Background: an optimization exercise with open tools, aiming at small area, a short achievable clock period and few clock cycles. Do not read the settings as production practice. Function was checked by simulation only, so behaviour that the tests miss may differ from the original. Power and IR drop assume default switching activity.

==> inputs of build 51 <==
## msync
module msync (
    input  wire        clk,
    input  wire        rst,           
    input  wire        cmd_valid,
    output wire        cmd_ready,
    input  wire [31:0] cmd,
    output wire        rsp_valid,
    output wire [31:0] rsp_data,
    output wire        done,
    output wire        err
);
Settings: LEC_CHECK=0, CAP_MARGIN=20, CORE_MARGIN=2, CORE_UTILIZATION=40, SLEW_MARGIN=20; clock period 20.0 ns.
run.sh (not shown) runs the stock make flow with config.mk's settings and CLKGATE_MAP_FILE= SYNTH_SCRIPT=/design/flow/synth_recipe.tcl, a recipe that flattens the netlist after the stock synthesis.
==> inputs of build 12, as changes to build 51 <==
--- a/flow/design.v
+++ b/flow/design.v
@@ -57,17 +57,17 @@
     reg [6:0]  errr;
     reg        cv;                   
     reg [31:0] creg;
     reg signed [16:0] xr;            
     reg        g_r;                  
     reg        vgp_r;                
     reg        mok_r, rok_r;         
     reg        cfg_r, sts_r, wrl_r;  
-    reg signed [17:0] tp_r, tm_r;    
+    reg [4:0]  tm_r;                 
     reg [NMAX-1:0] lt_r;             
     wire [1:0]  m_sync = c_mode[1:0];
     wire [1:0]  m_cls  = c_mode[5:4];
     wire        m_base = c_mode[8];
     wire [16:0] s_val  = {1'b0, c_pre_start} + {1'b0, c_pre_len};
     wire [15:0] l_val  = (c_pay_len < c_cap_bits) ? c_pay_len : c_cap_bits;
     wire [17:0] sl_val = {1'b0, s_val} + {2'b0, l_val};
     wire        running = (fsm == F_SEARCH) || (fsm == F_PAYLOAD);
@@ -102,22 +102,27 @@
         case (m_cls)
             CL_FIXED: cls_bit = $signed(v) > $signed(c_cls_thr);
             CL_ADAPT: cls_bit = m_base ? cls_med : cls_mean;
             default:  cls_bit = cls_med;
         endcase
     end
     wire signed [17:0] t_fp = {2'b0, cmd[15:0]} + {2'b0, c_tone_tol};
     wire signed [17:0] t_fm = {2'b0, cmd[15:0]} - {2'b0, c_tone_tol};
-    wire [15:0] t_ref0 = (fsm == F_SEARCH) ? c_tone_hs : c_tone_f0;
-    wire tm_0  = (tp_r >= $signed({2'b0, t_ref0}))    && (tm_r <= $signed({2'b0, t_ref0}));
-    wire tm_hs = tm_0;
-    wire tm_1  = (tp_r >= $signed({2'b0, c_tone_f1})) && (tm_r <= $signed({2'b0, c_tone_f1}));
-    wire tm_2  = (tp_r >= $signed({2'b0, c_tone_f2})) && (tm_r <= $signed({2'b0, c_tone_f2}));
-    wire tm_3  = (tp_r >= $signed({2'b0, c_tone_f3})) && (tm_r <= $signed({2'b0, c_tone_f3}));
+    wire [4:0] tm_in;
+    assign tm_in[0] = (t_fp >= $signed({2'b0, c_tone_f0})) && (t_fm <= $signed({2'b0, c_tone_f0}));
+    assign tm_in[1] = (t_fp >= $signed({2'b0, c_tone_f1})) && (t_fm <= $signed({2'b0, c_tone_f1}));
+    assign tm_in[2] = (t_fp >= $signed({2'b0, c_tone_f2})) && (t_fm <= $signed({2'b0, c_tone_f2}));
+    assign tm_in[3] = (t_fp >= $signed({2'b0, c_tone_f3})) && (t_fm <= $signed({2'b0, c_tone_f3}));
+    assign tm_in[4] = (t_fp >= $signed({2'b0, c_tone_hs})) && (t_fm <= $signed({2'b0, c_tone_hs}));
+    wire tm_0  = tm_r[0];
+    wire tm_1  = tm_r[1];
+    wire tm_2  = tm_r[2];
+    wire tm_3  = tm_r[3];
+    wire tm_hs = tm_r[4];
     wire       tsym_ok = tm_0 | tm_1 | tm_2 | tm_3;
     wire [1:0] tsym = tm_0 ? 2'd0 : tm_1 ? 2'd1 : tm_2 ? 2'd2 : 2'd3;
     wire [7:0]  i_reg = cmd[23:16];
     wire [15:0] i_dat = cmd[15:0];
     wire cfg_in  = (i_reg <= 8'h0C) || ((i_reg >= 8'h10) && (i_reg <= 8'h15));
     wire sts_in  = (i_reg >= 8'h40) && (i_reg <= 8'h52);
     wire cfg_reg = cfg_r;
     wire sts_reg = sts_r;
@@ -193,17 +198,20 @@
             msg_byte = msg_byte | ({8{ms_oh[m]}} & msg[8*m +: 8]);
         raw_sel = 32'd0;
         for (m = 0; m < RAW_CAP / 32; m = m + 1)
             raw_sel = raw_sel | ({32{rw_oh[m]}} & raw[32*m +: 32]);
         if (fwd_m) msg_byte = wb_mbyte;
     end
     wire        raw_ok   = rok_r;
     wire        r_raw_ok = rok_r;
-    reg  [31:0] raw_mask;            
+    reg         mk_lt, mk_eq;        
+    wire [31:0] raw_mask = mk_lt ? 32'hFFFF_FFFF :
+                           mk_eq ? ~(32'hFFFF_FFFF >> raw_len[4:0]) :
+                           32'd0;
     reg  [31:0] raw_word;
     integer k;
     always @* begin
         for (k = 0; k < 32; k = k + 1)
             raw_word[31-k] = raw_sel[k] & raw_mask[31-k];
     end
     reg wrl_in;
     always @* begin
@@ -661,29 +669,28 @@
                           (rj >= 8'h40 && rj <= 8'h52)) &&
                          !((rj == 8'h45 || rj == 8'h46) && nx_sync_cp);
         rd_sp <= (cmd[31:28] == OP_RDREG) && (cmd[23:16] == 8'h45) && nx_sync_cp;
         rd_sb <= (cmd[31:28] == OP_RDREG) && (cmd[23:16] == 8'h46) && nx_sync_cp;
         cs_r  <= rst ? 1'b1 : (nx_cls == CL_FIXED) || (nx_cls == CL_ADAPT && nx_hist_len != 5'd0) ||
                               (nx_cls[1] && nx_cal_valid);
         ms_oh <= (cmd[31:28] == OP_RDMSG && mok_in) ? (32'd1 << cmd[4:0]) : 32'd0;
         rw_oh <= (cmd[31:28] == OP_RDRAW && rok_in) ? (8'd1 << cmd[2:0]) : 8'd0;
-        raw_mask <= (cmd[2:0] < nx_raw_len[8:5]) ? 32'hFFFF_FFFF :
-                    (cmd[2:0] == nx_raw_len[8:5]) ? ~(32'hFFFF_FFFF >> nx_raw_len[4:0]) : 32'd0;
+        mk_lt <= cmd[2:0] < nx_raw_len[8:5];
+        mk_eq <= cmd[2:0] == nx_raw_len[8:5];
         fwd_m <= (cmd[31:28] == OP_RDMSG) && mok_in && acc_cmd && msg_we && (msg_len[4:0] == cmd[4:0]);
         cal_last_r <= ({1'b0, nx_hist_len} + 6'd1 == {1'b0, nx_cal_len});
         g_r   <= $signed(cmd[15:0]) < $signed(nx_glitch);
         vgp_r <= nx_pe_fits ? ($signed(cmd[15:0]) > $signed(nx_pe_thr[15:0])) : nx_pe_thr[33];
         mok_r <= mok_in;
         rok_r <= rok_in;
         cfg_r <= cfg_in;
         sts_r <= sts_in;
         wrl_r <= wrl_in;
-        tp_r  <= t_fp;
-        tm_r  <= t_fm;
+        tm_r  <= tm_in;
         lt_r  <= lt_in;
         xr    <= $signed(cmd[15:0]) - $signed(c_delta_thr);
     end
     always @(posedge clk) begin
         if (rst || do_srst) begin
             c_mode_r <= 5'd0; c_pre_start <= 16'd0; c_pre_len <= 16'd0;
             c_cap_bits <= 16'd0; c_pay_len <= 16'd0; c_cls_thr <= 16'd0;
             c_mark_thr <= 16'd0; c_glitch <= 16'h8000; c_win_r <= 5'd1;
==> comparison <==
- Build 12 completed with no timing, DRC or antenna violations. Build 51 went through all stages and came out clean.
- Against build 12, the clock power of build 51 is larger by about 3%.
- Count of clock-buffer cells in the layout is the same in build 51 and build 12.
- Of build 51 and build 12, build 51 has the higher maximum frequency (gap about 10%, measured against build 12).
- Against build 12, the synthesized cell count of build 51 is larger by 1.2%.
- In build 12 the sequential share of layout area is lower than in build 51, by 0.52 points.
- Routed wire length: build 12 is lower than build 51 (0.69%).
- Between build 12 and build 51, the lower cell count is in build 12 (gap about 0.9%, measured against build 51).
- In build 12 the die area is lower than in build 51, by about 1.1%.
==> figures <==
| item | build 51 | build 12 |
|---|---|---|
| Status | no timing/DRC/antenna violations | no timing/DRC/antenna violations |
| Placed Cells | 15,500 | 15,300 |
| Starting DRC count in detailed routing | 13,200 | 12,600 |
| Critical path endpoint | done | rsp_data[6] |
| Count of cell types in the netlist | 104 | 123 |
| Gate count after technology mapping | 12,300 | 12,200 |
| Die Area | 279,000 µm² | 275,000 µm² |
| Comb power | 0.488 mW | 0.494 mW |
| Most used cell along the critical path | a211oi_1 | o21ai_0 |
| # Taps | 3,589 | 3,570 |
| Total Power | 8.16 mW | 7.92 mW |
| Post-Place Setup Slack | 11,180 ps | 10,480 ps |
| Largest incremental delay on the critical path | 710 ps | 1100 ps |
| Headroom to the max-slew limit | 15.2% | 4.29% |
| Proportion of cell area occupied by registers | 35.5% | 35.0% |
| Worst reg-to-reg path cell count | 25 | 17 |
| Maximum clock rate | 113 MHz | 103 MHz |
Testbench counts of build 51, summed over its fixed seeds: cycles 10,638.
Testbench counts of build 12, summed over its fixed seeds: cycles 10,638.

==> exp/violet <==
msync, a different RTL version from the one above (not shown whole).
Settings: LEC_CHECK=0, CAP_MARGIN=20, CORE_MARGIN=2, CORE_UTILIZATION=40, SLEW_MARGIN=20; clock period 20.0 ns.
==> exp/juniper (differences from exp/violet) <==
--- a/flow/design.v
+++ b/flow/design.v
@@ -178,26 +178,24 @@
         else if (gi == 8'h4E) assign rv[gi] = wsum;
         else if (gi == 8'h4F) assign rv[gi] = {16'd0, wcnt};
         else if (gi == 8'h50) assign rv[gi] = NMAX;
         else if (gi == 8'h51) assign rv[gi] = RAW_CAP;
         else if (gi == 8'h52) assign rv[gi] = MSG_CAP;
         else assign rv[gi] = 32'd0;
     end endgenerate
-    reg [3:0]  rg_hi;                
-    reg [15:0] rg_lo;                
+    reg [82:0] rd_oh;
     reg [31:0] ms_oh;
     reg [7:0]  rw_oh;
+    reg        fwd_m, fwd_r;         
     reg [31:0] rd_reg;
-    integer ri;
+    integer ri, rj;
     always @* begin
         rd_reg = 32'd0;
         for (ri = 0; ri < 83; ri = ri + 1)
-            if ((ri >> 4) == 0 || (ri >> 4) == 1 || (ri >> 4) == 4 || (ri >> 4) == 5)
-                rd_reg = rd_reg | ({32{rg_hi[(ri >> 4) == 0 ? 0 : (ri >> 4) == 1 ? 1 : (ri >> 4) == 4 ? 2 : 3] &&
-                                       rg_lo[ri & 15]}} & rv[ri]);
+            rd_reg = rd_reg | ({32{rd_oh[ri]}} & rv[ri]);
     end
     wire [3:0]  r_op  = creg[31:28];
     wire [7:0]  r_reg = creg[23:16];
     wire [15:0] r_dat = creg[15:0];
     wire       msg_ok   = mok_r;
     wire       r_msg_ok = mok_r;
     reg  [7:0] msg_byte;
@@ -211,24 +209,25 @@
     always @* begin
         msg_byte = 8'd0;
         for (m = 0; m < MSG_CAP; m = m + 1)
             msg_byte = msg_byte | ({8{ms_oh[m]}} & msg[8*m +: 8]);
         raw_sel = 32'd0;
         for (m = 0; m < RAW_CAP / 32; m = m + 1)
             raw_sel = raw_sel | ({32{rw_oh[m]}} & raw[32*m +: 32]);
-        if (wb_mv && wb_mpos == r_dat[4:0]) msg_byte = wb_mbyte;
-        if (wb_rv && wb_rpos[7:5] == r_dat[2:0]) begin
+        if (fwd_m) msg_byte = wb_mbyte;
+        if (fwd_r) begin
             raw_sel[wb_rpos[4:0]] = fw_rb1;
             if (wb_r2) raw_sel[{wb_rpos[4:1], 1'b1}] = fw_rb0;
         end
     end
     wire        raw_ok   = rok_r;
     wire        r_raw_ok = rok_r;
-    wire [31:0] raw_mask = ({r_dat[2:0]} < raw_len[8:5]) ? 32'hFFFF_FFFF :
-                           ({r_dat[2:0]} == raw_len[8:5]) ? ~(32'hFFFF_FFFF >> raw_len[4:0]) :
+    reg         mk_lt, mk_eq;        
+    wire [31:0] raw_mask = mk_lt ? 32'hFFFF_FFFF :
+                           mk_eq ? ~(32'hFFFF_FFFF >> raw_len[4:0]) :
                            32'd0;
     reg  [31:0] raw_word;
     integer k;
     always @* begin
         for (k = 0; k < 32; k = k + 1)
             raw_word[31-k] = raw_sel[k] & raw_mask[31-k];
     end
@@ -261,15 +260,16 @@
     wire [31:0] bit_diff   = sync_cp ? 32'd0 : (bitcnt - sync_bit);
     wire        nx_pay_end = (bitcnt == 32'hFFFF_FFFF) ? pay_end :
                              (bitcnt == 32'hFFFF_FFFE) ? (bit_diff == {16'd0, l_val} - 32'd1)
                                                        : (bit_diff == {16'd0, l_val} - 32'd2);
     wire        l_is1      = (l_val == 16'd1);
     reg         d_pos;
     wire        v_gt_pe    = vgp_r;
-    wire        cal_last   = ({11'd0, hist_len} + 16'd1 == c_cal_len);
+    reg         cal_last_r;
+    wire        cal_last   = cal_last_r;
     wire        h_full     = !(({11'd0, hist_len} < c_win) || m_cls == CL_CAL);
     wire [3:0]  h_old_ts = h_now - hist_len[3:0];
     reg  [NMAX-1:0] h_below, h_in, h_grow;
     integer hi_;
     always @* begin
         for (hi_ = 0; hi_ < NMAX; hi_ = hi_ + 1) begin
             if (hi_ < 8) begin
@@ -581,17 +581,15 @@
     end
     wire stall = cv && (creg[31:28] == OP_SAMPLE) && (fsm == F_SEARCH) &&
                  (m_sync == SY_PAT) && (l_zero);
     wire stall_cal = cv && (creg[31:28] == OP_CALS) && !running && (m_cls == CL_CAL) &&
                      !glitch_hit && !cal_valid && cal_last;
     assign cmd_ready = !(stall || stall_cal);
     assign rsp_valid = rsp_en;
-    assign rsp_data  = ({32{r_op == OP_RDREG}} & rd_reg) |
-                       ({32{r_op == OP_RDMSG && r_msg_ok}} & {24'd0, msg_byte}) |
-                       ({32{r_op == OP_RDRAW && r_raw_ok}} & raw_word);
+    assign rsp_data  = rd_reg | {24'd0, msg_byte} | raw_word;
     wire start_term = (m_sync == SY_POS && s_zero) ||
                       (m_sync == SY_PAT && c_pat_len == 16'd0 && l_zero);
     wire pc_dec     = (creg[31:28] == OP_SAMPLE && !glitch_hit && c_pre_len != 16'd0) ? v_gt_pe : d_pos;
     wire pc_term    = (fsm == F_SEARCH) ? (pos_at_s && (!pc_dec || l_zero)) : pos_at_sl;
     reg  done_n;
     always @* begin
         done_n = fsm[2];
@@ -606,14 +604,19 @@
             default: ;
         endcase
     end
     wire done_ref = !do_srst && n_fsm[2];
     assign done = !do_srst && done_n;
     assign err  = !do_srst && (|n_err);
     wire acc_new = cmd_valid && cmd_ready && !rst;
+    wire mok_in = !(|cmd[15:6]) && (nx_msg_len > cmd[5:0]);
+    wire rok_in = !(|cmd[15:4]) && ({cmd[3:0], 5'd0} < nx_raw_len);
+    wire [4:0] nx_hist_len = (do_srst || hist_clear) ? 5'd0 :
+                             (h_write && !h_full) ? hist_len + 5'd1 : hist_len;
+    wire [4:0] nx_cal_len  = do_srst ? 5'd1 : (cfg_write && c_reg == 8'h09) ? c_dat[4:0] : c_cal_len_r;
     wire [15:0] nx_pay_len  = do_srst ? 16'd0 : (cfg_write && c_reg == 8'h04) ? c_dat : c_pay_len;
     wire [15:0] nx_cap_bits = do_srst ? 16'd0 : (cfg_write && c_reg == 8'h03) ? c_dat : c_cap_bits;
     wire [15:0] nx_pre_st   = do_srst ? 16'd0 : (cfg_write && c_reg == 8'h01) ? c_dat : c_pre_start;
     wire [15:0] nx_pre_len  = do_srst ? 16'd0 : (cfg_write && c_reg == 8'h02) ? c_dat : c_pre_len;
     always @(posedge clk) begin
         if (rst) begin
             l_zero <= 1'b1;
@@ -650,22 +653,29 @@
             end
         end
     end
     always @(posedge clk) begin
         if (rst) cv <= 1'b0;
         else     cv <= acc_new;
         creg  <= cmd;
-        rg_hi <= {cmd[23:20] == 4'h5, cmd[23:20] == 4'h4, cmd[23:20] == 4'h1, cmd[23:20] == 4'h0};
-        rg_lo <= 16'd1 << cmd[19:16];
-        ms_oh <= 32'd1 << cmd[4:0];
-        rw_oh <= 8'd1 << cmd[2:0];
+        for (rj = 0; rj < 83; rj = rj + 1)
+            rd_oh[rj] <= (cmd[31:28] == OP_RDREG) && (cmd[23:16] == rj) &&
+                         ((rj >= 8'h00 && rj <= 8'h0C) || (rj >= 8'h10 && rj <= 8'h15) ||
+                          (rj >= 8'h40 && rj <= 8'h52));
+        ms_oh <= (cmd[31:28] == OP_RDMSG && mok_in) ? (32'd1 << cmd[4:0]) : 32'd0;
+        rw_oh <= (cmd[31:28] == OP_RDRAW && rok_in) ? (8'd1 << cmd[2:0]) : 8'd0;
+        mk_lt <= cmd[2:0] < nx_raw_len[8:5];
+        mk_eq <= cmd[2:0] == nx_raw_len[8:5];
+        fwd_m <= (cmd[31:28] == OP_RDMSG) && mok_in && acc_cmd && msg_we && (msg_len[4:0] == cmd[4:0]);
+        fwd_r <= (cmd[31:28] == OP_RDRAW) && rok_in && acc_cmd && raw_we && (raw_len[7:5] == cmd[2:0]);
+        cal_last_r <= ({1'b0, nx_hist_len} + 6'd1 == {1'b0, nx_cal_len});
         g_r   <= $signed(cmd[15:0]) < $signed(nx_glitch);
         vgp_r <= nx_pe_fits ? ($signed(cmd[15:0]) > $signed(nx_pe_thr[15:0])) : nx_pe_thr[33];
-        mok_r <= !(|cmd[15:6]) && (nx_msg_len > cmd[5:0]);
-        rok_r <= !(|cmd[15:4]) && ({cmd[3:0], 5'd0} < nx_raw_len);
+        mok_r <= mok_in;
+        rok_r <= rok_in;
         cfg_r <= cfg_in;
         sts_r <= sts_in;
         wrl_r <= wrl_in;
         tm_r  <= tm_in;
         lt_r  <= lt_in;
         xr    <= $signed(cmd[15:0]) - $signed(c_delta_thr);
     end
==> results.txt <==
exp/violet went through all stages and came out clean. exp/juniper went through all stages and came out clean. Between exp/violet and exp/juniper, the lower non-clock buffer count is in exp/juniper (gap 29). Die area is about the same in exp/violet and exp/juniper. Sequential cell count: exp/juniper is higher than exp/violet (23). Against exp/juniper, the synthesized cell count of exp/violet is smaller by about 0.2%. Synthesized area is about the same in exp/juniper and exp/violet. In core utilization, exp/juniper and exp/violet hardly differ. Against exp/violet, the critical path depth of exp/juniper is higher by 1. In exp/violet the sequential share of layout area is lower than in exp/juniper, by 0.36 points. Of exp/violet and exp/juniper, exp/juniper has the higher final cell count (gap 0.28%, measured against exp/juniper). In exp/violet the worst setup slack is lower than in exp/juniper, by 0.18 ns.
==> figures <==
| metric | exp/juniper | exp/violet |
|---|---|---|
| Final critical delay including setup and external delays | 9.91 ns | 10.09 ns |
| Number of cells on the worst reg-to-reg path | 25 | 16 |
| Hold path start | acc[6] | hsum[19] |
| Combined buffer and inverter count along the critical path | 2 | 1 |
| Die X | 527 um | 526 um |
| Sequential logic power | 3.64 mW | 3.61 mW |
| Worst setup path startpoint | wb_rpos[1] | wb_rv |
| Initial standard-cell utilization of the core | 40.3% | 40.2% |
| Share of Yosys cell area claimed by the top area cell type | 22.9% | 22.9% |
| Status | finished clean | finished clean |
| Share of total power in the clock network | 47.4% | 46.2% |
| Switching share of power | 24.9% | 26.1% |
| Share of power burned in combinational logic | 6.2% | 8.0% |
| Adder-cell share of the synthesized area | 12.3% | 12.4% |
| Post-synthesis compound-gate area fraction | 19.0% | 20.5% |
| Met2 track demand over resource in global routing | 51.6% | 47.7% |
| Number of inserted diodes | 17 | 15 |
| Met2 Wirelength | 211000 um | 196000 um |
| Maximum cell stage delay along the critical path | 0.75 ns | 1.04 ns |
| DIE HEIGHT | 527 um | 526 um |
| Main synth FF type | dfxtp_1 | edfxtp_1 |
Testbench counts of exp/violet, summed over its fixed seeds: cycles 10,638.
Testbench counts of exp/juniper, summed over its fixed seeds: cycles 10,638.

==> afterwards: timing with drivers on the ports <==
The results above use ideal ports. As a check the final layouts listed here were re-extracted and re-timed, cells and wires unchanged. Step 1 (the two cells are an assumption about what drives the block):
set clk [get_ports {clk}]
set_driving_cell -lib_cell sky130_fd_sc_hd__clkbuf_16 $clk
set_driving_cell -lib_cell sky130_fd_sc_hd__buf_2 [delete_from_list [all_inputs] $clk]
Step 2, shift: input delay + t, output delay - t, t = (earliest + latest rising clock arrival at the registers) / 2. This alone moves slack from input paths to output paths. Slacks: ideal / step 1 / step 2; pairs: ideal / step 1.
run	t, ns	setup WS [ns]	cell pins on the clock port's net
build 51	0.968	11.155 / 11.054 / 10.986	1
build 12	1.000	10.255 / 10.145 / 10.324	1
exp/violet	0.975	9.915 / 9.819 / 10.344	1
exp/juniper	0.972	10.091 / 9.991 / 9.720	1
After both steps every run listed still meets setup and hold. The setup slack of exp/juniper, which loses most, moves by -0.100 ns with the drivers and by -0.371 ns with both steps.
